This design comes from an exercise in tuning for small area on the open sky130 flow, not from production work. The RTL was checked by simulation tests, not by an equivalence proof against the original design. Power figures rest on the tool's default switching activity, not on a simulated workload.

`config.mk`:
```
export PLATFORM = sky130hd
export DESIGN_NAME = tbacc
export DESIGN_NICKNAME = tbacc
export VERILOG_FILES = /design/flow/design.v
export SDC_FILE = /design/flow/constraint.sdc
export NUM_CORES = 4
export LEC_CHECK = 0
export ABC_AREA = 1
export CAP_MARGIN = 20
export CORE_MARGIN = 2
export CORE_UTILIZATION = 65
export PLACE_DENSITY = 0.8
export SLEW_MARGIN = 20
```
`flow/area.abc`:
```
strash
&get -n
&deepsyn -T 90
&put
dch
amap -A 10 -F 2
topo
```
`flow/run.sh`:
```
#!/bin/bash
# Standard ORFS layout, with three changes that only affect area:
#  - the combinational logic of the standard synthesis is re-mapped for area
#    (flow/remap.tcl; flip-flops, their cells and names are kept),
#  - ports get the smallest buffer (buf_1),
#  - the clock tree uses clkbuf_4 without dummy loads.
set -euo pipefail
export BUFFER_PORTS_ARGS="-buffer_cell sky130_fd_sc_hd__buf_1"
export CTS_ARGS="-sink_clustering_enable -repair_clock_nets -dont_use_dummy_load -buf_list sky130_fd_sc_hd__clkbuf_4 -sink_clustering_size 10 -sink_clustering_max_diameter 60"
RES="$PWD/orfs/results/$FLOW_PLATFORM/tbacc/base"
bash standard.sh synth > synth.log 2>&1
cp "$RES/1_2_yosys.v" 1_2_yosys.standard.v
REMAP_LIB="$FLOW_HOME/platforms/$FLOW_PLATFORM/lib/sky130_fd_sc_hd__tt_025C_1v80.lib" \
REMAP_ABC="$PWD/flow/area.abc" REMAP_NET="$RES/1_2_yosys.v" yosys -c flow/remap.tcl > remap.log 2>&1
rm -f "$RES/1_synth.odb"
bash standard.sh > standard.log 2>&1
```
`design.v`:
```
module tbacc (
    input  wire         clk,
    input  wire         rst,
    input  wire         cmd_valid,
    output wire         cmd_ready,
    input  wire [7:0]   cmd_op,
    input  wire [63:0]  cmd_a,
    input  wire [63:0]  cmd_b,
    output wire         rsp_valid,
    output wire [7:0]   rsp_status,
    output wire [63:0]  rsp_data,
    output wire         mem_req,
    output wire         mem_wide,
    output wire [31:0]  mem_addr,
    input  wire         mem_ack,
    input  wire [63:0]  mem_rdata,
    input  wire         mem_err,
    output wire [63:0]  value_o,
    output wire [15:0]  status_o
);
    localparam [63:0] K0 = 64'h736f6d6570736575;
    localparam [63:0] K1 = 64'h646f72616e646f6d;
    localparam [63:0] K2 = 64'h6c7967656e657261;
    localparam [63:0] K3 = 64'h7465646279746573;
    localparam [3:0] S_IDLE   = 4'd0,
                     S_PREP   = 4'd1,
                     S_RESP   = 4'd2,
                     S_VCLR   = 4'd3,
                     S_APP    = 4'd4,
                     S_VPASS  = 4'd5,
                     S_ROUND  = 4'd6,
                     S_DIGEST = 4'd7,
                     S_WZERO  = 4'd8,
                     S_GSEL   = 4'd9,
                     S_RSUB   = 4'd10,
                     S_RDREQ  = 4'd12,
                     S_CW     = 4'd13,
                     S_CINC   = 4'd14;
    reg [3:0]  st;
    reg [4:0]  ph;
    reg [3:0]  t4;          
    reg [63:0] v0, v1, v2, v3;
    reg [63:0] val;
    reg [63:0] w;
    reg [31:0] cur;
    reg [31:0] rem;
    reg [1:0]  f;           
    reg        is_fin;      
    reg [4:0]  wph;         
    reg [2:0]  q;           
    reg [1:0]  rnd;         
    reg        fin;         
    reg        bytes;       
    reg        wide;        
    reg [2:0]  cr;          
    reg [3:0]  nr;          
    reg        c0, c2;      
    reg        cc;          
    reg        snz;         
    reg        bi;          
    reg [1:0]  hx;          
    reg [1:0]  h3a, h3b, h3c;
    reg        h3d;         
    wire at31 = (ph == 5'd31);
    wire at15 = (t4 == 4'd15);
    wire op_init  = (cmd_op == 8'h01);
    wire op_c8    = (cmd_op == 8'h10);
    wire op_c16   = (cmd_op == 8'h11);
    wire op_c32   = (cmd_op == 8'h12);
    wire op_c64   = (cmd_op == 8'h13) || (cmd_op == 8'h14);
    wire op_comb  = op_c8 | op_c16 | op_c32 | op_c64;
    wire op_bytes = (cmd_op == 8'h18);
    wire op_final = (cmd_op == 8'h20);
    wire op_legal = op_init | op_comb | op_bytes | op_final;
    wire [3:0] op_n = op_c8 ? 4'd1 : op_c16 ? 4'd2 : op_c32 ? 4'd4 : 4'd8;
    wire [1:0] sb = cmd_b[{ph, 1'b0} +: 2];
    wire in_round = (st == S_ROUND);
    wire q0 = (q == 3'd0), q1 = (q == 3'd1), q2 = (q == 3'd2),
         q3 = (q == 3'd3), q4 = (q == 3'd4);
    wire ph0 = (ph == 5'd0);
    wire ph_ge4  = (ph >= 5'd4);
    wire ph_ge17 = (ph >= 5'd17);
    wire rA = in_round & q0;                                    
    wire rB = in_round & ((q0 & !ph0) | (q1 & ph0));            
    wire rC = in_round & ((q1 & !ph0) | (q2 & ph0));            
    wire rD = in_round & ((q1 & ph_ge4) | (q2 & !ph_ge4));      
    wire rE = in_round & ((q2 & !ph0) | (q3 & ph0));            
    wire rF = in_round & ((q2 & ph_ge17) | (q3 & !ph_ge17));    
    wire rG = in_round & ((q3 & !ph0) | (q4 & ph0));            
    wire rH = in_round & ((q3 & ph_ge17) | (q4 & !ph_ge17));    
    wire round_end = in_round & q4 & (ph == 5'd16);
    wire m_en = !fin | (rnd == 2'd0);
    wire mfin = fin & (rnd == 2'd0);
    wire ffin = fin & (rnd == 2'd1);
    wire [1:0] ve = val[1:0];
    wire [1:0] we = w[1:0];
    wire [4:0] kk = rH ? (ph + 5'd15) : ph;     
    wire [3:0] csum = {1'b0, cr} + nr;
    wire       ov = csum[3];
    wire [2:0] c2n = csum[2:0];
    wire [1:0] mdig = (mfin | (kk[4:2] < cr)) ? ve : we;
    reg  [1:0] vnew;
    reg        cv_n;
    always @(*) begin
        cv_n = cc;
        if (st == S_VCLR) begin
            vnew = 2'b00;
        end else if (mfin) begin
            vnew = {1'b0, (kk == 5'd0)};
        end else if (kk < 5'd28) begin
            if ((kk[4:2] < cr) && !ov)
                vnew = ve;
            else if (kk[4:2] < c2n)
                vnew = we;
            else
                vnew = 2'b00;
        end else begin
            {cv_n, vnew} = {1'b0, ve}
                         + {1'b0, (kk == 5'd28) ? nr[1:0] : (kk == 5'd29) ? nr[3:2] : 2'b00}
                         + {2'b00, (kk == 5'd28) ? 1'b0 : cc};
        end
    end
    wire [1:0] ma = (rA & m_en) ? mdig : 2'b00;
    wire [1:0] a0 = rB ? hx : v0[1:0];
    wire [1:0] b0 = rB ? v1[63:62] : v3[22:21];
    wire       c0i = ((q0 & (ph == 5'd1)) | (q2 & (ph == 5'd17))) ? 1'b0 : c0;
    wire [2:0] s0 = {1'b0, a0} + {1'b0, b0} + {2'b00, c0i};
    wire [1:0] ffd = (ffin & (ph < 5'd4)) ? 2'b11 : 2'b00;
    wire [1:0] a2 = rA ? (v2[1:0] ^ ffd) : hx;
    wire [1:0] b2 = rA ? (v3[1:0] ^ ma) : v1[50:49];
    wire       c2i = ((q0 & ph0) | (q2 & (ph == 5'd1))) ? 1'b0 : c2;
    wire [2:0] s2 = {1'b0, a2} + {1'b0, b2} + {2'b00, c2i};
    wire init_b = (st == S_PREP) & op_init;      
    wire init_a = (st == S_VCLR);                
    wire [1:0] k0d = K0[{ph, 1'b0} +: 2];
    wire [1:0] k1d = K1[{ph, 1'b0} +: 2];
    wire [1:0] k2d = K2[{ph, 1'b0} +: 2];
    wire [1:0] k3d = K3[{ph, 1'b0} +: 2];
    wire [1:0] v0in = init_a ? (we ^ k0d) :
                      (rB | rF) ? s0[1:0] :
                      (rH & m_en) ? (v0[1:0] ^ mdig) : v0[1:0];
    wire [1:0] v1in = init_b ? (sb ^ k1d) :
                      rC ? (v1[1:0] ^ v0[16:15]) :
                      rG ? (v1[1:0] ^ v2[33:32]) : v1[1:0];
    wire [1:0] v2in = init_a ? (we ^ k2d) :
                      (rA | rE) ? s2[1:0] : v2[1:0];
    wire [1:0] v3in = init_b ? (sb ^ k3d) :
                      rA ? (v3[1:0] ^ ma) :
                      rD ? ({h3c[0], h3d} ^ v2[10:9]) :
                      rH ? (v3[1:0] ^ v0[1:0]) : v3[1:0];
    always @(posedge clk) begin
        v0 <= {v0in, v0[63:2]};
        v1 <= {v1in, v1[63:2]};
        v2 <= {v2in, v2[63:2]};
        v3 <= {v3in, v3[63:2]};
        hx <= q[1] ? v2[1:0] : v0[1:0];
        h3a <= v3[1:0];
        h3b <= h3a;
        h3c <= h3b;
        h3d <= h3c[1];
        c0 <= s0[2];
        c2 <= s2[2];
    end
    wire val_rot  = (in_round & m_en & (rA | rH)) | (st == S_VPASS) | (st == S_VCLR);
    wire val_wr   = (in_round & rH) | (st == S_VPASS) | (st == S_VCLR);
    wire [1:0] vin = val_wr ? vnew : ve;
    always @(posedge clk) begin
        if (rst)
            val <= 64'd1;
        else if (val_rot)
            val <= {vin, val[63:2]};
    end
    wire w_lda = (st == S_PREP) & at31 & (f == 2'd0) &
                 (op_init | (!is_fin & (op_comb | op_bytes)));
    wire w_ld  = (st == S_RDREQ) & mem_ack & !mem_err;
    wire w_ldw = w_ld & wide;
    wire [4:0] wtgt_app = {3'd0 - cr, 2'b00};
    wire w_rot = (st == S_PREP) | (st == S_VCLR) | ((st == S_CINC) & bi) |
                 (in_round & m_en & !mfin & (rA | rH)) |
                 (st == S_VPASS) | (st == S_DIGEST) | (st == S_WZERO) |
                 ((st == S_APP) & (wph != wtgt_app)) |
                 ((st == S_CINC) & !wide & (k16 < 4'd3));
    wire [1:0] win = (st == S_DIGEST) ? (v0[1:0] ^ v1[1:0] ^ v2[1:0] ^ v3[1:0]) :
                     (rH | (st == S_PREP) | (st == S_VCLR) | (st == S_VPASS) |
                      (st == S_WZERO) | ((st == S_CINC) & bi) | w_ldw) ? 2'b00 : we;
    wire [63:0] wld = ({{56{w_ldw}}, {8{w_ld}}} & mem_rdata) | ({64{w_lda}} & cmd_a);
    always @(posedge clk) begin
        if (w_rot | w_ld | w_lda)
            w <= {win, w[63:2]} | wld;
    end
    wire [3:0] k16 = t4;
    wire cur_rot = (st == S_CINC);
    wire [1:0] incd = (k16 == 4'd0) ? {1'b0, !wide} : (k16 == 4'd1) ? {wide, 1'b0} : 2'b00;
    wire       cci  = (k16 == 4'd0) ? 1'b0 : cc;
    wire [2:0] cinc = {1'b0, cur[1:0]} + {1'b0, incd} + {2'b00, cci};
    wire [1:0] cin  = bi ? we : cinc[1:0];
    wire [1:0] gd   = (k16 == 4'd0) ? g_n[1:0] : (k16 == 4'd1) ? nr[3:2] : 2'b00;
    wire [2:0] rsub = {1'b0, rem[1:0]} - {1'b0, gd} - {2'b00, cci};
    wire [2:0] rsum = {1'b0, we} + {1'b0, rem[1:0]} + {2'b00, cci};
    wire rem_wr = ((st == S_PREP) & !ph[4]) | (st == S_RSUB) |
                  ((st == S_GSEL) & (k16 == 4'd0) & !g_done);
    wire [1:0] rin  = (st == S_PREP) ? sb : rsub[1:0];
    always @(posedge clk) begin
        if (cur_rot) cur <= {cin, cur[31:2]};
        rem <= {rem_wr ? rin : rem[1:0], rem[31:2]};
        if (val_rot) begin
            cc  <= cv_n;
        end else if (st == S_CINC) begin
            cc  <= bi ? rsum[2] : cinc[2];
            snz <= (k16 == 4'd0) ? (rsum[1:0] != 2'b00) : (snz | (rsum[1:0] != 2'b00));
        end else if ((st == S_GSEL) | (st == S_RSUB)) begin
            cc <= rsub[2];
        end
    end
    wire [2:0] rlo   = rem[2:0];
    wire       rhinz = (rem[31:3] != 29'd0);
    wire [2:0] clo = cur[2:0];
    wire [3:0] k8  = 4'd8 - {1'b0, clo};
    wire       g_wide = (clo == 3'd0) & rhinz;
    wire [3:0] g_n = g_wide ? 4'd8 :
                     (rhinz | ({1'b0, rlo} >= k8)) ? k8 : {1'b0, rlo};
    wire       g_done = !rhinz & (rlo == 3'd0);
    always @(posedge clk) begin
        if (rst) begin
            st     <= S_IDLE;
            ph     <= 5'd0;
            t4     <= 4'd0;
            f      <= 2'd0;
            is_fin <= 1'b1;
        end else begin
            ph <= ph + (round_end ? 5'd16 : 5'd1);
            t4 <= (st == S_IDLE) ? 4'd0 : t4 + 4'd1;
            case (st)
                S_IDLE: if (cmd_valid && at31) st <= S_PREP;
                S_PREP: if (at31) begin
                    fin   <= 1'b0;
                    bytes <= 1'b0;
                    bi    <= 1'b0;
                    if (f != 2'd0) begin
                        st <= S_RESP;
                    end else if (!op_legal) begin
                        f  <= 2'd2;
                        st <= S_RESP;
                    end else if (op_init) begin
                        is_fin <= 1'b0;
                        st     <= S_VCLR;
                    end else if (is_fin) begin
                        f  <= 2'd1;
                        st <= S_RESP;
                    end else if (op_bytes) begin
                        bytes <= 1'b1;
                        bi    <= 1'b1;
                        st    <= S_CW;
                    end else if (op_final) begin
                        is_fin <= 1'b1;
                        fin    <= 1'b1;
                        rnd    <= 2'd0;
                        q      <= 3'd0;
                        st     <= S_ROUND;
                    end else begin
                        cr <= val[58:56];
                        nr <= op_n;
                        st <= S_APP;
                    end
                end
                S_RESP: st <= S_IDLE;
                S_VCLR: if (at31) st <= S_RESP;
                S_APP: if ((wph == wtgt_app) && at31) begin
                    q  <= 3'd0;
                    st <= ov ? S_ROUND : S_VPASS;
                end
                S_VPASS: if (at31) st <= bytes ? S_GSEL : S_RESP;
                S_ROUND: begin
                    if (at31) q <= q + 3'd1;
                    if (round_end) begin
                        q <= 3'd0;
                        if (fin) begin
                            if (rnd == 2'd3) st <= S_DIGEST;
                            rnd <= rnd + 2'd1;
                        end else begin
                            st <= bytes ? S_GSEL : S_RESP;
                        end
                    end
                end
                S_DIGEST: if (at31) st <= S_RESP;
                S_WZERO: if (wph == 5'd31) begin
                    bi <= 1'b0;
                    if (bi & !(cc & snz)) begin
                        st <= S_GSEL;
                    end else begin
                        if (bi) f <= 2'd2;
                        st <= S_RESP;
                    end
                end
                S_GSEL: if (k16 == 4'd0) begin
                    if (g_done) begin
                        st <= S_RESP;
                    end else begin
                        nr   <= g_n;
                        wide <= g_wide;
                        st   <= S_RSUB;
                    end
                end
                S_RSUB: if (at15) st <= S_RDREQ;
                S_RDREQ: if (mem_ack) begin
                    if (mem_err) begin
                        f  <= 2'd3;
                        st <= S_WZERO;
                    end else begin
                        st <= S_CW;
                    end
                end
                S_CW: if (at15) st <= S_CINC;
                S_CINC: if (at15) begin
                    if (bi) begin
                        st <= S_WZERO;
                    end else if (wide || (wph[4:2] == nr[2:0] - 3'd1)) begin
                        cr <= val[58:56];
                        st <= S_APP;
                    end else begin
                        st <= S_RDREQ;
                    end
                end
                default: st <= S_IDLE;
            endcase
        end
    end
    always @(posedge clk) begin
        if ((st == S_PREP) || ((st == S_RDREQ) && mem_ack && (mem_err || wide)))
            wph <= 5'd0;
        else if (st == S_GSEL)
            wph <= 5'd31;       
        else if (w_rot | w_ld)
            wph <= wph + 5'd1;
    end
    wire [7:0] fcode = {5'd0, f == 2'd3, f == 2'd2, f[0] ^ f[1]};
    assign cmd_ready  = (st == S_PREP) & at31;
    assign rsp_valid  = (st == S_RESP);
    assign rsp_status = fcode;
    assign rsp_data   = w;
    assign mem_req    = (st == S_RDREQ);
    assign mem_wide   = wide;
    assign mem_addr   = cur;
    assign value_o    = val;
    assign status_o   = {fcode, 6'd0, (f != 2'd0), is_fin};
endmodule
```
`flow/remap.tcl`:
```
# Re-map the combinational logic of the standard synthesis for area.
# The flip-flops (their cells and instance names) are kept as they are.
set lib $::env(REMAP_LIB)
set net $::env(REMAP_NET)
yosys read_verilog $net
yosys read_liberty -ignore_miss_func $lib
yosys hierarchy -top tbacc
set ffs [list]
foreach c [split [string trim [exec grep -o {sky130_fd_sc_hd__[a-z0-9_]*} $net | sort -u]] "\n"] {
  if {[regexp {__(df|edf|sdf|dl)} $c]} { lappend ffs $c }
}
yosys setattr -mod -set blackbox 1 {*}$ffs
yosys flatten
yosys rename -hide w:*.*
yosys opt_clean
yosys opt -full
yosys abc -script $::env(REMAP_ABC) -liberty $lib -dont_use *lpflow* -dont_use *probe*
yosys opt_clean -purge
yosys hilomap -singleton -hicell sky130_fd_sc_hd__conb_1 HI -locell sky130_fd_sc_hd__conb_1 LO
yosys insbuf -buf sky130_fd_sc_hd__buf_1 A X
yosys splitnets
yosys opt_clean -purge
yosys read_liberty -lib $lib
yosys tee -o remap_stat.txt stat -liberty $lib
yosys check -assert -mapped
yosys write_verilog -noattr -nohex -nodec $net
```
`constraint.sdc`:
```
create_clock -name core_clock -period 12.5 [get_ports {clk}]
set_input_delay 2.5000 -clock core_clock [delete_from_list [all_inputs] [get_ports {clk}]]
set_output_delay 2.5000 -clock core_clock [all_outputs]
set_load 0.01 [all_outputs]
```
`standard.sh`:
```
#!/bin/bash
# synth_recipe.tcl (not shown) runs the flow's synth.tcl, then flattens the netlist and writes it again
# the make line also repeats each setting of config.mk as NAME=value (left out here)
make -C /OpenROAD-flow-scripts/flow DESIGN_CONFIG=/design/flow/config.mk WORK_HOME=/design/flow/orfs CLKGATE_MAP_FILE= SYNTH_SCRIPT=/design/flow/synth_recipe.tcl "${@:-finish}"
```
==> results of run 1 <==
[worst max path at each step]
stage          slack [ns]          startpoint               to  cells after the start
2_1_floorplan        5.97             mem_ack  w[62]$_DFFE_PP_                      5
3_3_place_gp         7.13           cmd_op[6]  w[37]$_DFFE_PP_                     10
3_5_place_dp         6.96           cmd_op[6]  w[43]$_DFFE_PP_                     10
4_1_cts              6.94    ph[0]$_SDFF_PP0_        cmd_ready                      7
5_1_grt              6.09  st[1]$_SDFFE_PP0P_   v2[63]$_DFF_P_                     25
6_report             6.65  st[1]$_SDFFE_PP0P_   v2[63]$_DFF_P_                     25
[routing by layer]
metal	up-vias	GRT usage (%)
met4	2	19.0
met1	5932	44.6
met2	832	56.2
met3	131	8.44
li1	5848	-
met5	-	0
[power by group]
part	internal [uW]	switching [uW]
Clock	206	466
Combinational	209	463
Sequential	1910	138
[state kept, by name (all words and copies together) (netlist names), 5 cells and up]
name and count:
w 64, val 64, rem 32, v3 64, v0 64, wph 5
v1 64, ph 5, v2 64, cur 32
[critical path, delay by kind of cell (launching register included)]
| kind | cells | cell delay, ns |
|---|---|---|
| buf+inv | 4 | 0.85 |
| compound gates | 14 | 2.72 |
| flops | 1 | 0.48 |
| simple gates | 7 | 1.73 |
[layout by cell type, fill, tap and decap left out, types with 10 or more instances in the layout]
cell,n
buf_1,376
conb_1,16
a221o_1,62
a21oi_1,34
edfxtp_1,114
a31oi_1,16
o21ai_0,72
o221ai_1,10
nor3_1,45
clkbuf_4,56
dfxtp_1,384
clkinv_1,166
o22ai_1,108
nand2_1,46
nor2_1,146
nor4_1,16
[final cells by class]
cell class / instances / area share [%]
flip-flops and latches: 498 / 61.3
repair buffers: 383 / 8.11
diodes: 6 / 0.0828
well taps: 324 / 2.24
multi-input cells: 694 / 22.5
inverters: 168 / 3.48
clock buffers: 56 / 2.32
[stage by stage]
step / cells / power (uW) / hold WS [ns] / utilization (%) / area (um2)
after global placement: 2066 / 2720 / 0.310 / 73.3 / 17700
after floorplan: 1380 / 2430 / 0.310 / - / 15900
after CTS: 2123 / 3390 / 0.297 / 75.1 / 18100
after detailed placement: 2067 / 2730 / 0.312 / 73.4 / 17700
after global routing: 2129 / 3530 / 0.296 / 75.2 / 18100
final: 2129 / 3400 / 0.315 / 75.2 / 18100
==> reports/results.ini, run 1 <==
[grt]
grt_usage_pct = 35.1
grt-ovfl-total = 0
antenna_found_initial = 7
grt_max_degree = 65
grt_pass1_wl_mm = 68.5
grt_pass1_vias = 12100

[place]
place_ws_ns = 6.96
io_buffers = 376
dp_hpwl_mm = 34.5
globalplace.congestion = 0.976

[route]
num_vias = 12700
final_antenna_net_count = 0
viasPerCell = 5.99
wl_per_cell_um = 21.6
first_pass_iters = 6
drt_iter0_drc = 1534
top_layer = met5
met1Wirelength_mm = 17.4
met2WireLength_mm = 21.4
dr_wl_met3_mm = 4.85
route.detailed.drc = 0
wirelength_mm = 46.0

[die]
die_h_um = 160
initial_utilization_pct = 65.6
ios = 393
die_area_um2 = 25600
coreArea_um2 = 24100
core.rowCount = 57
fp.dieW_um = 160

[final_layout]
multi_input_area_um2 = 4080
nFillCells = 1650
nets = 2006
syn2layout_area_growth_pct = 14.6
regArea_um2 = 11100
drive_gt1_share_pct = 3.78

[timing]
rsz0062_at_grt = no
fin_tns_setup_ns = 0
skew_ns = 0.0795
worst_slack_ns = 6.65
fin_crit_ns = 5.85
maxSlewHeadroom_pct = 25.7
period_share_pct = 46.8
setup_viol = 0
clock.fmax_mhz = 171
finalHoldViolCount = 0
slew_violations = 0
worstMarginPinSlew_ns = 1.11

[cts]
hold_buffers = 0
cts_setup_buffers = 0
clkLatencyLatePin_ns = 0.73
ctsRootBufferMaster = clkbuf_4
cts_buffer_depth = 3
numCtsBuffers = 56
cts-htree-levels = 2
path_clk_slew_ns = 0.11
tritoncts = done
cts_sinks = 498
cts_resized = 0

[setup_path]
rr_endpoint = v2[63]$_DFF_P_
worstSetupPathType = flop to flop
required_ns = 13.17
cp.arrival_ns = 6.52
r2r-start = st[1]$_SDFFE_PP0P_
r2r_cells = 25
cpMaxStageDelayCell = nor2_1
path_max_fanout = 9
cpPeakStageDelay_ns = 0.52
cp-start-kind = flop
rrSetupSlack_ns = 6.65
end_kind = flop

[min_path]
holdCritStartpoint = v3[13]$_DFF_P_
hold_depth = 0
holdPathEnd = v3[11]$_DFF_P_
hp-class = flop to flop

[power_and_ir_drop]
p_leak_uw = 0.00633
p_per_area_nw_per_um2 = 187
peakVddDrop_v = 0.000125

[yosys]
yosys_warnings = 1
synth_area_per_cell_um2 = 11.6
synthesis.area_um2 = 15800
postSynthCellCount = 1365

[status]
status = finished clean

[job]
maxCapViolCount = 0

==> run 2, diff against run 1 <==
--- a/design.v
+++ b/design.v
@@ -61,4 +61,3 @@
     reg [1:0]  hx;          
-    reg [1:0]  h3a, h3b, h3c;
-    reg        h3d;         
+    reg [1:0]  h3a, h3b;    
     wire at31 = (ph == 5'd31);
@@ -80,3 +79,3 @@
     wire ph0 = (ph == 5'd0);
-    wire ph_ge4  = (ph >= 5'd4);
+    wire ph_ge2  = (ph >= 5'd2);
     wire ph_ge17 = (ph >= 5'd17);
@@ -85,3 +84,3 @@
     wire rC = in_round & ((q1 & !ph0) | (q2 & ph0));            
-    wire rD = in_round & ((q1 & ph_ge4) | (q2 & !ph_ge4));      
+    wire rD = in_round & ((q1 & ph_ge2) | (q2 & !ph_ge2));      
     wire rE = in_round & ((q2 & !ph0) | (q3 & ph0));            
@@ -124,3 +123,3 @@
     wire [1:0] a0 = rB ? hx : v0[1:0];
-    wire [1:0] b0 = rB ? v1[63:62] : v3[22:21];
+    wire [1:0] b0 = rB ? v1[63:62] : v3[18:17];
     wire       c0i = ((q0 & (ph == 5'd1)) | (q2 & (ph == 5'd17))) ? 1'b0 : c0;
@@ -148,4 +147,4 @@
                       rA ? (v3[1:0] ^ ma) :
-                      rD ? ({h3c[0], h3d} ^ v2[10:9]) :
-                      rH ? (v3[1:0] ^ v0[1:0]) : v3[1:0];
+                      rD ? ({h3a[0], h3b[1]} ^ v2[14:13]) :
+                      rH ? (h3b ^ v0[1:0]) : v3[1:0];
     always @(posedge clk) begin
@@ -158,4 +157,2 @@
         h3b <= h3a;
-        h3c <= h3b;
-        h3d <= h3c[1];
         c0 <= s0[2];
==> reports/results.ini, run 2 <==
[final_layout]
drive_gt1_share_pct = 3.64  ; -0.14 points
nets = 2022  ; +0.80%
final_cell_mix = dfxtp_1, buf_1, clkinv_1
final_common_cell = dfxtp_1
syn2layout_area_growth_pct = 14.5
final_util_pct = 75.2  ; about the same

[timing]
rsz0062_at_grt = no
fin_crit_ns = 5.62  ; -0.233 ns
clock.fmax_mhz = 178  ; +4.1%
finalHoldViolCount = 0  ; unchanged
skew_ns = 0.0446  ; -0.0349 ns
slew_violations = 0  ; unchanged
setup_viol = 0  ; unchanged
period_share_pct = 44.9  ; -1.9 points
worstMarginPinSlew_ns = 1.01  ; -0.107 ns
worst_slack_ns = 6.88  ; +0.233 ns
fin_tns_setup_ns = 0  ; unchanged
maxSlewHeadroom_pct = 32.1  ; +6.4 points

[power_and_ir_drop]
intPower_uw = 1910  ; -18%
p_switching_uw = 540  ; -49%
p_leak_uw = 0.00621  ; -1.8%
p_per_area_nw_per_um2 = 135  ; -28%
total_power_uw = 2450  ; -28%
peakVddDrop_v = 0.000132  ; +5.2%
comb_power_share_pct = 3.9  ; -16 points
power_frac_seq_pct = 69.0  ; +8.6 points
switching_share_pct = 22.1  ; -9.4 points
power_frac_clock_pct = 27.1  ; +7.3 points

[setup_path]
path_max_fanout = 14  ; +5
cp.arrival_ns = 3.12  ; -3.40 ns
worstSetupStartpoint = st[0]$_SDFFE_PP0P_
worstSetupPathType = flop to primary output
required_ns = 10.00  ; -3.17 ns
end_kind = primary output
cp-start-kind = flop
r2r-start = st[2]$_SDFFE_PP0P_

[min_path]
hp-class = flop to flop
holdCritStartpoint = v3[57]$_DFF_P_

[cts]
cts_resized = 0  ; unchanged
numCtsBuffers = 55  ; -1.8%
clkLatencyLatePin_ns = 0.73  ; about the same
hold_buffers = 0  ; unchanged
tritoncts = done
cts_setup_buffers = 0  ; unchanged
cts_buffer_depth = 3  ; unchanged
cts-htree-levels = 2  ; unchanged
ctsRootBufferMaster = clkbuf_4
path_clk_slew_ns = 0.12  ; about the same
cts_sinks = 495  ; -0.60%

[grt]
grt_pass1_wl_mm = 69.4  ; +1.3%
grt_max_degree = 68  ; +4.6%
busiest_layer = met2
grt-ovfl-total = 0  ; unchanged
grt_util_met3_pct = 8.52  ; +0.078 points
grtUsageMet2_pct = 56.2  ; about the same
grt_usage_pct = 35.2  ; about the same
globalRouteMet1Util_pct = 46.3  ; +1.7 points
antenna_found_initial = 2  ; -5
grt_pass1_vias = 12300  ; +1.3%

[route]
first_pass_iters = 8  ; +2
num_vias = 13000  ; +1.9%
final_antenna_net_count = 0  ; unchanged
viasPerCell = 6.07  ; +1.3%
drt_iter0_drc = 1624  ; +5.9%
wirelength_mm = 46.3  ; +0.66%
route.detailed.drc = 0  ; unchanged
wl_per_cell_um = 21.6  ; about the same

[die]
coreArea_um2 = 24100  ; unchanged
initial_utilization_pct = 65.7  ; +0.10 points
ios = 393  ; unchanged
die_h_um = 160  ; about the same
die_area_um2 = 25600  ; +0.15%
core.rowCount = 57  ; unchanged
fp.dieW_um = 160  ; about the same

[yosys]
postSynthCellCount = 1384  ; +1.4%
synthesis.area_um2 = 15800  ; +0.16%
synth_area_per_cell_um2 = 11.4  ; -1.2%
yosys_warnings = 1  ; unchanged

[place]
io_buffers = 376  ; unchanged
globalplace.congestion = 0.990  ; +1.4%
dp_hpwl_mm = 34.8  ; +0.73%
place_ws_ns = 6.85  ; -0.111 ns

[status]
status = finished clean

[job]
maxCapViolCount = 0  ; unchanged

run 2: final cells by class:
| class | count | area [um2] |
|---|---|---|
| sequential | 495 | 11100 |
| clock buffer | 55 | 413 |
| multi-input combinational | 720 | 4190 |
| antenna | 2 | 5.00 |
| timing repair buffer | 382 | 1460 |
| fill | 1700 | 5970 |
| tap | 324 | 405 |
| inverter | 163 | 612 |
run 2: per-layer routing:
| metal | part of all wire (%) | vias to the layer above | wire length, um |
|---|---|---|---|
| li1 | - | 5896 | - |
| met1 | 39 | 6127 | 18100 |
| met2 | 46 | 851 | 21400 |
| met3 | 11 | 114 | 5030 |
| met4 | 3.9 | 0 | 1800 |
| met5 | 0 | - | 0 |
run 2: final timing paths:
kind	end	slack (ns)	depth (start not counted)
min reg2reg	v3[55]$_DFF_P_	0.32	0
max	cmd_ready	6.88	5
max reg2reg	v2[63]$_DFF_P_	7.16	23
min	v3[55]$_DFF_P_	0.32	0
run 2: through the flow:
stage | hold WS (ns) | instances | cell area, um2
6_report | 0.316 | 2141 | 18100
2_1_floorplan | 0.310 | 1399 | 15900
3_3_place_gp | 0.311 | 2084 | 17700
4_1_cts | 0.325 | 2139 | 18100
5_1_grt | 0.322 | 2141 | 18100
3_5_place_dp | 0.312 | 2084 | 17700
run 2: critical path, stage by stage (launching register included):
cell and delay (ns):
dfxtp_1 0.55, clkinv_1 0.48, nor2_1 0.48, clkinv_1 0.34
nor2_1 0.36, buf_1 0.21
run 2: power by group through the flow:
stage	logic, uW	clock network (uW)	registers (uW)
final	96.4	662	1690
after global routing	106	733	1690
after CTS	93.9	673	1690
after detailed placement	93.3	0	1720
after global placement	91.3	0	1720
after floorplan	50.7	0	1720
==> run 3, diff against run 2 <==
--- a/design.v
+++ b/design.v
@@ -106,4 +106,2 @@
             vnew = 2'b00;
-        end else if (mfin) begin
-            vnew = {1'b0, (kk == 5'd0)};
         end else if (kk < 5'd28) begin
@@ -160,7 +158,8 @@
     end
+    wire val_one  = (st == S_DIGEST) & at31;
     wire val_rot  = (in_round & m_en & (rA | rH)) | (st == S_VPASS) | (st == S_VCLR);
-    wire val_wr   = (in_round & rH) | (st == S_VPASS) | (st == S_VCLR);
+    wire val_wr   = (in_round & rH & !mfin) | (st == S_VPASS) | (st == S_VCLR);
     wire [1:0] vin = val_wr ? vnew : ve;
     always @(posedge clk) begin
-        if (rst)
+        if (rst | val_one)
             val <= 64'd1;
--- a/flow/run.sh
+++ b/flow/run.sh
@@ -8,3 +8,3 @@
 export BUFFER_PORTS_ARGS="-buffer_cell sky130_fd_sc_hd__buf_1"
-export CTS_ARGS="-sink_clustering_enable -repair_clock_nets -dont_use_dummy_load -buf_list sky130_fd_sc_hd__clkbuf_4 -sink_clustering_size 10 -sink_clustering_max_diameter 60"
+export CTS_ARGS="-sink_clustering_enable -repair_clock_nets -dont_use_dummy_load -buf_list sky130_fd_sc_hd__clkbuf_4 -sink_clustering_size 10 -sink_clustering_max_diameter 40"
 RES="$PWD/orfs/results/$FLOW_PLATFORM/tbacc/base"
--- a/config.mk
+++ b/config.mk
@@ -10,4 +10,4 @@
 export CORE_MARGIN = 2
-export CORE_UTILIZATION = 65
-export PLACE_DENSITY = 0.8
+export CORE_UTILIZATION = 55
+export PLACE_DENSITY = 0.75
 export SLEW_MARGIN = 20
==> reports/results.ini, run 3 <==
[status]
status = finished clean

[place]
place_ws_ns = 7.14  ; +0.285 ns
io_buffers = 376  ; unchanged
place_inst = 2115  ; +1.5%
dp_hpwl_mm = 30.3  ; -13%
globalplace.congestion = 0.979  ; -1.1%

[min_path]
hold_depth = 0  ; unchanged
hp-class = flop to flop

[final_layout]
nFillCells = 2289  ; +35%
final_common_cell = dfxtp_1
final_cell_mix = dfxtp_1, buf_1, clkinv_1
multi_input_area_um2 = 4090  ; -2.5%
final_cells = 2183  ; +2.0%
regArea_um2 = 11100  ; unchanged
drive_gt1_share_pct = 4.60  ; +0.96 points
syn2layout_area_growth_pct = 15.9
nets = 2011  ; -0.54%
final_util_pct = 65.2  ; -10 points

[setup_path]
path_max_fanout = 13  ; -1
worstSetupPathType = flop to primary output
cp.arrival_ns = 3.34  ; +0.22 ns
critPathMostFrequentCell = nor2_1
worstPathCellList = clkinv_1 > nor2_1 > clkinv_1 > nor2_1 > nand2_1 > nor2_1 > clkinv_1 > nor2_1 > buf_1
r2r_cells = 23  ; unchanged
cpPeakStageDelay_ns = 0.61  ; +0.06 ns
cpMaxStageDelayCell = dfxtp_1
required_ns = 10.00  ; about the same
cp-start-kind = flop
end_kind = primary output

[grt]
grt-ovfl-total = 0  ; unchanged
grt_max_degree = 67  ; -1.5%
grt_pass1_wl_mm = 64.3  ; -7.4%
grt_usage_pct = 26.9  ; -8.2 points
antenna_found_initial = 1  ; -1
grt_pass1_vias = 11900  ; -2.9%

[power_and_ir_drop]
intPower_uw = 2110  ; +11%
p_per_area_nw_per_um2 = 156  ; +16%
peakVddDrop_v = 0.0000866  ; -34%
p_switching_uw = 745  ; +38%
power_frac_clock_pct = 24.9  ; -2.2 points
p_leak_uw = 0.00632  ; +1.8%
power_frac_seq_pct = 63.8  ; -5.2 points
comb_power_share_pct = 11.3  ; +7.4 points
switching_share_pct = 26.1  ; +4.0 points

[cts]
clkLatencyLatePin_ns = 0.69  ; -0.04 ns
cts_setup_buffers = 0  ; unchanged
numCtsBuffers = 66  ; +20%
cts_resized = 0  ; unchanged
ctsRootBufferMaster = clkbuf_4
cts_sinks = 495  ; unchanged
path_clk_slew_ns = 0.09  ; -0.03 ns
cts-htree-levels = 3  ; +1
tritoncts = done
hold_buffers = 0  ; unchanged
cts_buffer_depth = 3  ; unchanged

[timing]
skew_ns = 0.0766  ; +0.0320 ns
worstMarginPinSlew_ns = 1.10  ; +0.0955 ns
holdWs_ns = 0.267  ; -0.0488 ns
finalHoldViolCount = 0  ; unchanged
fin_tns_setup_ns = 0  ; unchanged
maxSlewHeadroom_pct = 26.0  ; -6.1 points
period_share_pct = 46.7  ; +1.8 points
worst_slack_ns = 6.66  ; -0.220 ns
rsz0062_at_grt = no
slew_violations = 0  ; unchanged
setup_viol = 0  ; unchanged
fin_crit_ns = 5.84  ; +0.220 ns
clock.fmax_mhz = 171  ; -3.8%

[yosys]
postSynthCellCount = 1356  ; -2.0%
yosys_warnings = 1  ; unchanged
synthesis.area_um2 = 15800  ; -0.51%
synth_area_per_cell_um2 = 11.6  ; +1.5%

[route]
final_antenna_net_count = 0  ; unchanged
num_vias = 12400  ; -4.6%
route.detailed.drc = 0  ; unchanged
viasPerCell = 5.68  ; -6.4%
wl_per_cell_um = 19.0  ; -12%
wirelength_mm = 41.4  ; -11%
drt_iter0_drc = 1131  ; -30%
first_pass_iters = 6  ; -2

[die]
fp.dieW_um = 173  ; +8.2%
ios = 393  ; unchanged
coreArea_um2 = 28000  ; +16%
die_h_um = 173  ; +8.2%
die_area_um2 = 30000  ; +17%
initial_utilization_pct = 56.3  ; -9.5 points
core.rowCount = 61  ; +7.0%

[job]
maxCapViolCount = 0  ; unchanged

-- run 3: cell type report --
type / instances / area share (%)
antenna: 1 / 0.0137
clock buffer: 66 / 2.71
timing repair buffer: 387 / 8.25
multi-input combinational: 684 / 22.4
tap: 378 / 2.59
sequential: 495 / 60.5
inverter: 172 / 3.53
-- run 3: power by group through the flow --
stage | clock [uW] | sequential (uW) | combinational (uW)
after floorplan | 0 | 1860 | 182
after global placement | 0 | 1860 | 313
after detailed placement | 0 | 1850 | 317
after CTS | 739 | 1820 | 320
after global routing | 805 | 1830 | 353
final | 713 | 1820 | 322
-- run 3: stage by stage --
| step | power [uW] | cell area, um2 |
|---|---|---|
| after floorplan | 2040 | 15800 |
| after global placement | 2170 | 17700 |
| after detailed placement | 2170 | 17700 |
| after CTS | 2880 | 18200 |
| after global routing | 2990 | 18300 |
| final | 2860 | 18300 |
-- run 3: worst max-delay path, delay by kind of cell (launching register included) --
kind / cells / cell delay (ns)
buf+inv: 4 / 1.01
flops: 1 / 0.61
simple gates: 5 / 1.09
-- run 3: metal layers --
metal | routed length, um | global-route usage [%] | vias up
li1 | - | - | 5843
met1 | 17300 | 36.2 | 5787
met2 | 19100 | 43.4 | 651
met3 | 3740 | 6.18 | 113
met4 | 1200 | 8.90 | 0
met5 | 0 | 0 | -
-- run 3: final timing paths --
check,from,endpoint,slack (ns)
worst max register to register,st[2]$_SDFFE_PP0P_,v2[63]$_DFF_P_,6.90
worst min register to register,v2[63]$_DFF_P_,v2[61]$_DFF_P_,0.27
worst max-delay path,ph[0]$_SDFF_PP0_,cmd_ready,6.66
worst min-delay path,v2[63]$_DFF_P_,v2[61]$_DFF_P_,0.27
==> run 4, diff against run 3 <==
--- a/flow/run.sh
+++ b/flow/run.sh
@@ -8,3 +8,3 @@
 export BUFFER_PORTS_ARGS="-buffer_cell sky130_fd_sc_hd__buf_1"
-export CTS_ARGS="-sink_clustering_enable -repair_clock_nets -dont_use_dummy_load -buf_list sky130_fd_sc_hd__clkbuf_4 -sink_clustering_size 10 -sink_clustering_max_diameter 40"
+export CTS_ARGS="-sink_clustering_enable -repair_clock_nets -dont_use_dummy_load -buf_list sky130_fd_sc_hd__clkbuf_4 -sink_clustering_size 10 -sink_clustering_max_diameter 35"
 RES="$PWD/orfs/results/$FLOW_PLATFORM/tbacc/base"
--- a/config.mk
+++ b/config.mk
@@ -10,4 +10,4 @@
 export CORE_MARGIN = 2
-export CORE_UTILIZATION = 55
-export PLACE_DENSITY = 0.75
+export CORE_UTILIZATION = 65
+export PLACE_DENSITY = 0.8
 export SLEW_MARGIN = 20
==> reports/results.ini, run 4 <==
[route]
wl_per_cell_um = 20.5  ; +8.0%
wirelength_mm = 43.5  ; +5.0%
final_antenna_net_count = 0  ; unchanged
first_pass_iters = 6  ; unchanged
viasPerCell = 6.00  ; +5.7%
route.detailed.drc = 0  ; unchanged
num_vias = 12700  ; +2.8%
drt_iter0_drc = 1612  ; +43%

[cts]
ctsRootBufferMaster = clkbuf_4
cts_setup_buffers = 0  ; unchanged
path_clk_slew_ns = 0.10  ; about the same
cts_resized = 0  ; unchanged
numCtsBuffers = 67  ; +1.5%
cts_buffer_depth = 3  ; unchanged
tritoncts = done
clkLatencyLatePin_ns = 0.70  ; about the same
cts_sinks = 495  ; unchanged
cts-htree-levels = 3  ; unchanged
hold_buffers = 0  ; unchanged

[grt]
grt_usage_pct = 33.2  ; +6.2 points
antenna_found_initial = 2  ; +1
grt-ovfl-total = 0  ; unchanged
grt_pass1_wl_mm = 66.5  ; +3.5%
grt_max_degree = 67  ; unchanged
grt_pass1_vias = 12400  ; +3.7%

[timing]
rsz0062_at_grt = no
skew_ns = 0.0849  ; +0.00833 ns
fin_crit_ns = 6.30  ; +0.459 ns
worstMarginPinSlew_ns = 1.10  ; +0.000880 ns
holdWs_ns = 0.283  ; +0.0160 ns
slew_violations = 0  ; unchanged
setup_viol = 0  ; unchanged
finalHoldViolCount = 0  ; unchanged
clock.fmax_mhz = 159  ; -7.3%
fin_tns_setup_ns = 0  ; unchanged
maxSlewHeadroom_pct = 26.5  ; +0.51 points
period_share_pct = 50.4  ; +3.7 points

[place]
dp_hpwl_mm = 32.1  ; +6.1%
globalplace.congestion = 1.00  ; +2.2%
io_buffers = 376  ; unchanged

[job]
maxCapViolCount = 0  ; unchanged

[power_and_ir_drop]
p_per_area_nw_per_um2 = 158  ; +0.84%
peakVddDrop_v = 0.000129  ; +49%
p_leak_uw = 0.00630  ; -0.42%

[die]
die_h_um = 160  ; -7.8%
die_area_um2 = 25500  ; -15%
coreArea_um2 = 23600  ; -16%
initial_utilization_pct = 66.8  ; +10 points
core.rowCount = 56  ; -8.2%
fp.dieW_um = 160  ; -7.8%
ios = 393  ; unchanged

[yosys]
synth_area_per_cell_um2 = 11.6  ; unchanged
yosys_warnings = 1  ; unchanged
postSynthCellCount = 1356  ; unchanged
synthesis.area_um2 = 15800  ; unchanged

[setup_path]
worstPathCellList = clkinv_1 > nor2_1 > clkinv_1 > nor2_1 > nand2_1 > nor2_1 > clkinv_1 > nor2_1 > buf_1
critPathMostFrequentCell = nor2_1
cpMaxStageDelayCell = nor2_1
cpPeakStageDelay_ns = 0.66  ; +0.05 ns
end_kind = primary output
worstSetupPathType = flop to primary output
required_ns = 10.00  ; about the same
cp-start-kind = flop
cp.arrival_ns = 3.80  ; +0.46 ns
path_delay_family = simple AND/OR/NAND/NOR gates
path_max_fanout = 13  ; unchanged
path_buf_inv = 4  ; unchanged

[final_layout]
final_common_cell = dfxtp_1
drive_gt1_share_pct = 4.39  ; -0.21 points
syn2layout_area_growth_pct = 15.2
nets = 2007  ; -0.20%
multi_input_area_um2 = 4090  ; unchanged
nFillCells = 1540  ; -33%
final_cell_mix = dfxtp_1, buf_1, clkinv_1
regArea_um2 = 11100  ; unchanged

[status]
status = finished clean

[min_path]
hp-class = flop to flop

==> run 4: report_power, final <==
part,switching (uW),internal [uW]
Combinational,211,115
Sequential,74.6,1750
Clock,463,248
Total,748,2120
==> run 4: worst reg2reg max path: stages, from the launching register on <==
cell and delay, ns:
dfxtp_1 0.36, clkinv_1 0.15, nand2_1 0.15, nor2_1 0.62, clkinv_1 0.31, o21ai_0 0.42
clkinv_1 0.17, o22ai_1 0.60, nor2_1 0.22, a21oi_1 0.31, clkinv_1 0.14, a221oi_1 0.28
a21oi_1 0.08, or2_0 0.24, o22ai_1 0.23, clkinv_1 0.11, o221ai_1 0.24, a21boi_0 0.27
nor2_1 0.09, nor2_1 0.18, nor2_1 0.06, a21oi_1 0.13, nor2_1 0.05, a2111oi_0 0.32
==> run 4: final cells by class <==
class	instances	share of cell area [%]
Timing Repair Buffer	382	8.02
Clock buffer	67	2.77
Tap cell	319	2.20
Inverter	172	3.56
Sequential cell	495	60.9
Multi-Input combinational cell	684	22.5
Antenna cell	3	0.0414
==> run 4: final timing paths <==
| check | from | end | depth (start not counted) | slack [ns] |
|---|---|---|---|---|
| worst max-delay path | ph[0]$_SDFF_PP0_ | cmd_ready | 9 | 6.20 |
| worst min register to register | rem[15]$_DFF_P_ | rem[13]$_DFF_P_ | 0 | 0.28 |
| worst max register to register | ph[1]$_SDFF_PP0_ | v2[63]$_DFF_P_ | 23 | 6.63 |
| worst min-delay path | rem[15]$_DFF_P_ | rem[13]$_DFF_P_ | 0 | 0.28 |
==> run 4: per-layer routing <==
metal | wire, um | global-route usage (%) | share of wire, % | vias to the layer above
li1 | - | - | - | 5834
met1 | 16900 | 42.0 | 39 | 5990
met2 | 20700 | 54.9 | 48 | 769
met3 | 4060 | 7.17 | 9.3 | 147
met4 | 1840 | 15.2 | 4.2 | 0
met5 | 0 | 0 | 0 | -
==> run 4: per-stage QoR <==
step           cell area, um2  std cells  setup slack [ns]  utilization (%)  power (uW)
2_1_floorplan           15800       1371              4.81                -        2040
3_3_place_gp            17600       2052              7.11             74.7        2160
3_5_place_dp            17600       2052              6.90             74.7        2180
4_1_cts                 18100       2119              6.27             76.8        2870
5_1_grt                 18100       2120              5.86             76.9        2970
6_report                18200       2122              6.20             76.9        2860
==> run 5, diff against run 4 <==
--- a/flow/run.sh
+++ b/flow/run.sh
@@ -8,3 +8,3 @@
 export BUFFER_PORTS_ARGS="-buffer_cell sky130_fd_sc_hd__buf_1"
-export CTS_ARGS="-sink_clustering_enable -repair_clock_nets -dont_use_dummy_load -buf_list sky130_fd_sc_hd__clkbuf_4 -sink_clustering_size 10 -sink_clustering_max_diameter 35"
+export CTS_ARGS="-sink_clustering_enable -repair_clock_nets -dont_use_dummy_load -buf_list sky130_fd_sc_hd__clkbuf_4 -sink_clustering_size 10 -sink_clustering_max_diameter 45"
 RES="$PWD/orfs/results/$FLOW_PLATFORM/tbacc/base"
==> reports/results.ini, run 5 <==
[setup_path]
required_ns = 10.00  ; about the same
worstSetupPathType = flop to primary output
cpPeakStageDelay_ns = 0.66  ; about the same
cp-start-kind = flop
end_kind = primary output
cp.arrival_ns = 3.85  ; +0.05 ns
critPathMostFrequentCell = nor2_1
r2r_cells = 23  ; unchanged
path_delay_family = simple AND/OR/NAND/NOR gates
worstPathCellList = clkinv_1 > nor2_1 > clkinv_1 > nor2_1 > nand2_1 > nor2_1 > clkinv_1 > nor2_1 > buf_1
cp.depth = 9  ; unchanged
path_max_fanout = 13  ; unchanged
path_buf_inv = 4  ; unchanged
cpMaxStageDelayCell = nor2_1

[yosys]
synthesis.area_um2 = 15800  ; unchanged
synth_area_per_cell_um2 = 11.6  ; unchanged
yosys_warnings = 1  ; unchanged
postSynthCellCount = 1356  ; unchanged

[grt]
grt_max_degree = 67  ; unchanged
grt_pass1_wl_mm = 66.4  ; -0.24%
antenna_found_initial = 2  ; unchanged
grt_usage_pct = 33.1  ; -0.12 points
grt_pass1_vias = 12300  ; -0.46%
grt-ovfl-total = 0  ; unchanged

[cts]
cts_resized = 0  ; unchanged
cts-htree-levels = 2  ; -1
ctsRootBufferMaster = clkbuf_4
hold_buffers = 0  ; unchanged
path_clk_slew_ns = 0.10  ; about the same
cts_setup_buffers = 0  ; unchanged
tritoncts = done
cts_sinks = 495  ; unchanged
clkLatencyLatePin_ns = 0.75  ; +0.05 ns
numCtsBuffers = 58  ; -13%
cts_buffer_depth = 3  ; unchanged

[timing]
holdWs_ns = 0.247  ; -0.0362 ns
fin_tns_setup_ns = 0  ; unchanged
finalHoldViolCount = 0  ; unchanged
maxSlewHeadroom_pct = 30.8  ; +4.3 points
setup_viol = 0  ; unchanged
fin_crit_ns = 6.35  ; +0.0487 ns
skew_ns = 0.123  ; +0.0379 ns
worstMarginPinSlew_ns = 1.03  ; -0.0717 ns
period_share_pct = 50.8  ; +0.39 points
slew_violations = 0  ; unchanged
clock.fmax_mhz = 158  ; -0.77%
rsz0062_at_grt = no

[die]
die_h_um = 160  ; unchanged
fp.dieW_um = 160  ; unchanged
ios = 393  ; unchanged
coreArea_um2 = 23600  ; unchanged
core.rowCount = 56  ; unchanged
initial_utilization_pct = 66.8  ; unchanged
die_area_um2 = 25500  ; unchanged

[final_layout]
drive_gt1_share_pct = 3.96  ; -0.43 points
final_common_cell = dfxtp_1
final_cells = 2114  ; -0.38%
syn2layout_area_growth_pct = 14.9
nets = 1999  ; -0.40%
regArea_um2 = 11100  ; unchanged
design_area_um2 = 18100  ; -0.26%
nFillCells = 1547  ; +0.45%
final_cell_mix = dfxtp_1, buf_1, clkinv_1
multi_input_area_um2 = 4090  ; unchanged
final_util_pct = 76.7  ; -0.20 points

[min_path]
hold_depth = 0  ; unchanged
hp-class = flop to flop

[place]
dp_hpwl_mm = 32.1  ; unchanged
globalplace.congestion = 1.00  ; unchanged
place_inst = 2052  ; unchanged
dpl_cell_area_um2 = 17600  ; unchanged
io_buffers = 376  ; unchanged

[route]
wirelength_mm = 43.4  ; about the same
final_antenna_net_count = 0  ; unchanged
num_vias = 12600  ; -0.89%
viasPerCell = 5.97  ; -0.52%
wl_per_cell_um = 20.6  ; +0.35%
first_pass_iters = 6  ; unchanged
drt_iter0_drc = 1538  ; -4.6%
route.detailed.drc = 0  ; unchanged

[power_and_ir_drop]
peakVddDrop_v = 0.000126  ; -2.3%
p_leak_uw = 0.00627  ; -0.51%
p_per_area_nw_per_um2 = 156  ; -1.0%

[status]
status = finished clean

[job]
maxCapViolCount = 0  ; unchanged

-- run 5: stage by stage --
stage	power [uW]	setup WS, ns
after floorplan	2040	4.81
after global placement	2160	7.11
after detailed placement	2180	6.90
after CTS	2830	6.23
after global routing	2930	5.82
final	2830	6.15
-- run 5: worst paths after layout --
| check | start | endpoint | slack (ns) |
|---|---|---|---|
| worst min-delay path | v2[48]$_DFF_P_ | v2[46]$_DFF_P_ | 0.25 |
| worst max register to register | ph[1]$_SDFF_PP0_ | v2[63]$_DFF_P_ | 6.63 |
| worst max-delay path | ph[0]$_SDFF_PP0_ | cmd_ready | 6.15 |
| worst min register to register | v2[48]$_DFF_P_ | v2[46]$_DFF_P_ | 0.25 |
-- run 5: cell type report --
cell class              instances  share of cell area [%]
well taps                     319                    2.20
clock buffers                  58                    2.40
multi-input cells             684                    22.6
flip-flops and latches        495                    61.0
diodes                          3                  0.0415
inverters                     172                    3.57
repair buffers                383                    8.15
-- run 5: power by group --
part,switching [uW],internal [uW],leakage (uW)
registers,74.2,1750,0.00412
clock network,462,212,0.000267
logic,211,116,0.00187
total,746,2080,0.00627
-- run 5: metal layers --
layer / track usage, % / vias up / part of all wire (%)
met5: 0 / - / 0
met4: 13.6 / 0 / 3.8
met3: 7.22 / 134 / 9.5
met2: 55.2 / 761 / 48
met1: 42.1 / 5908 / 39
li1: - / 5823 / -
==> run 6, diff against run 5 <==
==> flow/area.abc (replaced) <==
strash
&get -n
&deepsyn -T 120
&put
dch
amap -A 10 -F 2
topo
==> reports/results.ini, run 6 <==
[cts]
cts-htree-levels = 2  ; unchanged
hold_buffers = 0  ; unchanged
tritoncts = done
cts_setup_buffers = 0  ; unchanged
ctsRootBufferMaster = clkbuf_4
path_clk_slew_ns = 0.10  ; about the same
cts_resized = 0  ; unchanged
cts_buffer_depth = 3  ; unchanged
numCtsBuffers = 58  ; unchanged
cts_sinks = 495  ; unchanged
clkLatencyLatePin_ns = 0.75  ; about the same

[place]
dp_hpwl_mm = 32.1  ; unchanged
globalplace.congestion = 1.00  ; unchanged
dpl_cell_area_um2 = 17600  ; unchanged
place_ws_ns = 6.90  ; unchanged
io_buffers = 376  ; unchanged

[grt]
grt_usage_pct = 33.1  ; unchanged
antenna_found_initial = 2  ; unchanged
grt_pass1_vias = 12300  ; unchanged
grt_max_degree = 67  ; unchanged
grt_pass1_wl_mm = 66.4  ; unchanged
grt-ovfl-total = 0  ; unchanged

[die]
fp.dieW_um = 160  ; unchanged
die_h_um = 160  ; unchanged
coreArea_um2 = 23600  ; unchanged
core.rowCount = 56  ; unchanged
die_area_um2 = 25500  ; unchanged
initial_utilization_pct = 66.8  ; unchanged
ios = 393  ; unchanged

[route]
wirelength_mm = 43.4  ; unchanged
final_antenna_net_count = 0  ; unchanged
wl_per_cell_um = 20.6  ; unchanged
drt_iter0_drc = 1538  ; unchanged
viasPerCell = 5.97  ; unchanged
route.detailed.drc = 0  ; unchanged
num_vias = 12600  ; unchanged
first_pass_iters = 6  ; unchanged

[timing]
fin_crit_ns = 6.35  ; unchanged
maxSlewHeadroom_pct = 30.8  ; unchanged
worstMarginPinSlew_ns = 1.03  ; unchanged
rsz0062_at_grt = no
slew_violations = 0  ; unchanged
worst_slack_ns = 6.15  ; unchanged
setup_viol = 0  ; unchanged
clock.fmax_mhz = 158  ; unchanged
period_share_pct = 50.8  ; unchanged
finalHoldViolCount = 0  ; unchanged
fin_tns_setup_ns = 0  ; unchanged
skew_ns = 0.123  ; unchanged

[job]
maxCapViolCount = 0  ; unchanged

[final_layout]
design_area_um2 = 18100  ; unchanged
final_common_cell = dfxtp_1
nets = 1999  ; unchanged
drive_gt1_share_pct = 3.96  ; unchanged
syn2layout_area_growth_pct = 14.9  ; unchanged
final_cell_mix = dfxtp_1, buf_1, clkinv_1

[yosys]
yosys_warnings = 1  ; unchanged
synth_area_per_cell_um2 = 11.6  ; unchanged
synthesis.area_um2 = 15800  ; unchanged
postSynthCellCount = 1356  ; unchanged

[setup_path]
cpPeakStageDelay_ns = 0.66  ; about the same
end_kind = primary output
rrSetupSlack_ns = 6.63  ; about the same
path_max_fanout = 13  ; unchanged
cp-start-kind = flop
cpMaxStageDelayCell = nor2_1
critPathMostFrequentCell = nor2_1
worstSetupPathType = flop to primary output
cp.arrival_ns = 3.85  ; about the same
worstPathCellList = clkinv_1 > nor2_1 > clkinv_1 > nor2_1 > nand2_1 > nor2_1 > clkinv_1 > nor2_1 > buf_1
required_ns = 10.00  ; about the same

[power_and_ir_drop]
p_leak_uw = 0.00627  ; unchanged
peakVddDrop_v = 0.000126  ; unchanged
p_per_area_nw_per_um2 = 156  ; unchanged

[status]
status = finished clean

[min_path]
hp-class = flop to flop

-- run 6: final cells by class --
class / count / area [um2]
inverter: 172 / 646
clock buffer: 58 / 435
tap: 319 / 399
antenna: 3 / 7.51
sequential: 495 / 11100
fill: 1547 / 5510
timing repair buffer: 383 / 1480
multi-input combinational: 684 / 4090
-- run 6: stage by stage --
step                instances  utilization (%)  hold WS [ns]  power (uW)
global route             2112             76.7         0.246        2930
global placement         2052             74.7         0.311        2160
CTS                      2110             76.5         0.230        2830
floorplan                1371                -         0.310        2040
detailed placement       2052             74.7         0.312        2180
finish                   2114             76.7         0.247        2830
-- run 6: report_power, final --
group / total, uW / internal (uW) / switching [uW]
combinational: 326 / 116 / 211
sequential: 1830 / 1750 / 74.2
clock: 674 / 212 / 462
total: 2830 / 2080 / 746
-- run 6: critical path: cells and delay by family (launching register included) --
kind,cells,cell delay (ns)
buffers and inverters,4,0.92
DFF,1,0.61
and+or+nand+nor,5,1.61
-- run 6: per-layer routing --
metal / track usage [%] / wire length (um) / vias up
li1: - / - / 5823
met1: 42.1 / 16800 / 5908
met2: 55.2 / 20900 / 761
met3: 7.22 / 4130 / 134
met4: 13.6 / 1640 / 0
met5: 0 / 0 / -
-- run 6: final timing paths --
path | startpoint | end | depth (start not counted)
worst min register to register | v2[48]$_DFF_P_ | v2[46]$_DFF_P_ | 0
worst max register to register | ph[1]$_SDFF_PP0_ | v2[63]$_DFF_P_ | 23
worst min-delay path | v2[48]$_DFF_P_ | v2[46]$_DFF_P_ | 0
worst max-delay path | ph[0]$_SDFF_PP0_ | cmd_ready | 9
==> run 7, diff against run 6 <==
--- a/config.mk
+++ b/config.mk
@@ -10,3 +10,3 @@
 export CORE_MARGIN = 2
-export CORE_UTILIZATION = 65
+export CORE_UTILIZATION = 60
 export PLACE_DENSITY = 0.8
==> reports/results.ini, run 7 <==
[setup_path]
path_max_fanout = 13  ; unchanged
cp.depth = 9  ; unchanged
critPathMostFrequentCell = nor2_1
worstSetupStartpoint = ph[0]$_SDFF_PP0_
cp.arrival_ns = 3.83  ; -0.02 ns
worstSetupPathType = flop to primary output
r2r_cells = 22  ; -4.3%
path_delay_family = simple AND/OR/NAND/NOR gates
end_kind = primary output
cpPeakStageDelay_ns = 0.65  ; about the same
cpMaxStageDelayCell = nor2_1
path_buf_inv = 4  ; unchanged
required_ns = 10.00  ; about the same
r2r-start = ph[1]$_SDFF_PP0_
cp-start-kind = flop
worstPathCellList = clkinv_1 > nor2_1 > clkinv_1 > nor2_1 > nand2_1 > nor2_1 > clkinv_1 > nor2_1 > buf_1

[power_and_ir_drop]
peakVddDrop_v = 0.000105  ; -17%
p_switching_uw = 738  ; -1.1%
p_per_area_nw_per_um2 = 156  ; -0.18%
power_frac_clock_pct = 24.0  ; +0.2 points
p_leak_uw = 0.00626  ; -0.15%
comb_power_share_pct = 11.5  ; about the same
power_frac_seq_pct = 64.5  ; about the same
switching_share_pct = 26.2  ; -0.23 points
intPower_uw = 2080  ; +0.12%

[cts]
cts_sinks = 495  ; unchanged
cts_setup_buffers = 0  ; unchanged
cts-htree-levels = 2  ; unchanged
ctsRootBufferMaster = clkbuf_4
cts_buffer_depth = 3  ; unchanged
path_clk_slew_ns = 0.10  ; about the same
hold_buffers = 0  ; unchanged
clkLatencyLatePin_ns = 0.73  ; -0.02 ns
numCtsBuffers = 59  ; +1.7%
cts_resized = 0  ; unchanged
tritoncts = done

[route]
num_vias = 12400  ; -1.5%
viasPerCell = 5.85  ; -2.1%
route.detailed.drc = 0  ; unchanged
final_antenna_net_count = 0  ; unchanged
drt_iter0_drc = 1384  ; -10%
first_pass_iters = 10  ; +4
wirelength_mm = 41.0  ; -5.5%
wl_per_cell_um = 19.3  ; -6.1%

[yosys]
postSynthCellCount = 1356  ; unchanged
synthesis.area_um2 = 15800  ; unchanged
synth_area_per_cell_um2 = 11.6  ; unchanged
yosys_warnings = 1  ; unchanged

[final_layout]
final_cell_mix = dfxtp_1, buf_1, clkinv_1
nets = 1998  ; -0.050%
design_area_um2 = 18100  ; about the same
drive_gt1_share_pct = 3.91  ; -0.054 points
final_common_cell = dfxtp_1
final_util_pct = 69.9  ; -6.8 points
syn2layout_area_growth_pct = 14.8  ; about the same

[grt]
grt-ovfl-total = 0  ; unchanged
grt_usage_pct = 29.0  ; -4.1 points
grt_pass1_vias = 12000  ; -2.9%
grt_max_degree = 67  ; unchanged
antenna_found_initial = 2  ; unchanged
grt_pass1_wl_mm = 63.9  ; -3.8%

[die]
coreArea_um2 = 25900  ; +9.7%
initial_utilization_pct = 60.8  ; -5.9 points
die_area_um2 = 27600  ; +8.1%
core.rowCount = 59  ; +5.4%
ios = 393  ; unchanged
die_h_um = 166  ; +4.0%
fp.dieW_um = 166  ; +4.0%

[place]
dpl_cell_area_um2 = 17600  ; about the same
dp_hpwl_mm = 29.8  ; -7.2%
io_buffers = 376  ; unchanged
globalplace.congestion = 0.979  ; -2.2%

[timing]
worstMarginPinSlew_ns = 1.08  ; +0.0506 ns
setup_viol = 0  ; unchanged
slew_violations = 0  ; unchanged
period_share_pct = 50.6  ; -0.16 points
finalHoldViolCount = 0  ; unchanged
rsz0062_at_grt = no
fin_tns_setup_ns = 0  ; unchanged
maxSlewHeadroom_pct = 27.9  ; -2.8 points
fin_crit_ns = 6.33  ; -0.0204 ns
holdWs_ns = 0.313  ; +0.0663 ns
clock.fmax_mhz = 158  ; +0.32%
skew_ns = 0.0765  ; -0.0463 ns

[min_path]
hp-class = flop to flop
hold_depth = 0  ; unchanged
holdCritStartpoint = v3[60]$_DFF_P_

[job]
maxCapViolCount = 0  ; unchanged

[status]
status = finished clean

==> run 7: area by class of cell <==
cell class	count	area (um2)
tap	335	419
timing repair buffer	381	1450
inverter	172	646
multi-input combinational	684	4090
sequential	495	11100
fill	1969	7810
clock buffer	59	443
antenna	2	5.00
==> run 7: path summary, 6_finish.rpt <==
| kind | end | slack, ns |
|---|---|---|
| max reg2reg | v2[63]$_DFF_P_ | 6.56 |
| max | cmd_ready | 6.17 |
| min | v3[58]$_DFF_P_ | 0.31 |
| min reg2reg | v3[58]$_DFF_P_ | 0.31 |
==> run 7: power groups by stage <==
stage / combinational (uW) / clock (uW) / sequential [uW]
2_1_floorplan: 182 / 0 / 1860
3_3_place_gp: 312 / 0 / 1850
3_5_place_dp: 319 / 0 / 1850
4_1_cts: 320 / 696 / 1820
5_1_grt: 352 / 764 / 1830
6_report: 325 / 676 / 1820
==> run 7: worst reg2reg max path, cell delays in order, from the launching register on <==
cell and delay, ns:
dfxtp_1 0.37, clkinv_1 0.17, nand2_1 0.15, nor2_1 0.71, clkinv_1 0.31, o21ai_0 0.41
clkinv_1 0.15, o22ai_1 0.60, clkinv_1 0.30, a21oi_1 0.26, a2111oi_0 0.09, a221oi_1 0.25
a21oi_1 0.09, or2_0 0.25, o22ai_1 0.20, clkinv_1 0.13, o221ai_1 0.26, o21ai_0 0.20
o21ai_0 0.34, nor2_1 0.09, a21oi_1 0.12, nor2_1 0.05, a2111oi_0 0.30
==> run 7: per-layer routing <==
metal  track usage (%)  up-vias  part of all wire (%)
li1                  -     5819                     -
met1              38.1     5772                    40
met2              46.7      705                    46
met3              7.22      145                   9.8
met4              11.0        0                   3.9
met5                 0        -                     0
==> run 7: through the flow <==
stage          power [uW]  instances  setup slack (ns)
6_report             2820       2128              6.17
4_1_cts              2830       2126              6.20
3_3_place_gp         2160       2067              7.02
5_1_grt              2950       2128              5.91
3_5_place_dp         2170       2067              6.76
2_1_floorplan        2040       1371              4.81

## static timing again, ports no longer ideal
Ports are ideal in the flow. The routed layouts listed here were re-timed in OpenROAD. Step 1 assumes that a clkbuf_16 drives the clock port and a buf_2 every other input. Step 2 times the ports against the registers' clock, not the clock port: input delays grow and output delays shrink by t, the midpoint of the rising clock arrivals with the driver on. Slacks: no drivers / after step 1 / after step 2; pairs: no drivers / after step 1.
| run | t, ns | setup slack, ns | latest minus earliest clock arrival (ns) | slew at the worst register clock pin (ns) |
|---|---|---|---|---|
| run 1 | 0.740 | 6.648 / 6.648 / 6.648 | 0.080 / 0.081 | 0.11 / 0.11 |
| run 2 | 0.744 | 6.882 / 6.840 / 6.731 | 0.059 / 0.059 | 0.12 / 0.12 |
| run 3 | 0.697 | 6.662 / 6.615 / 6.900 | 0.093 / 0.094 | 0.11 / 0.11 |
| run 4 | 0.703 | 6.202 / 6.155 / 6.627 | 0.086 / 0.086 | 0.11 / 0.11 |
| run 5 | 0.739 | 6.154 / 6.106 / 6.633 | 0.122 / 0.123 | 0.12 / 0.12 |
| run 6 | 0.739 | 6.154 / 6.106 / 6.633 | 0.122 / 0.123 | 0.12 / 0.12 |
| run 7 | 0.740 | 6.174 / 6.127 / 6.563 | 0.077 / 0.077 | 0.11 / 0.11 |
After both steps every run listed still meets setup and hold. The setup slack of run 2, which loses most, moves by -0.042 ns with the drivers and by -0.151 ns with both steps.
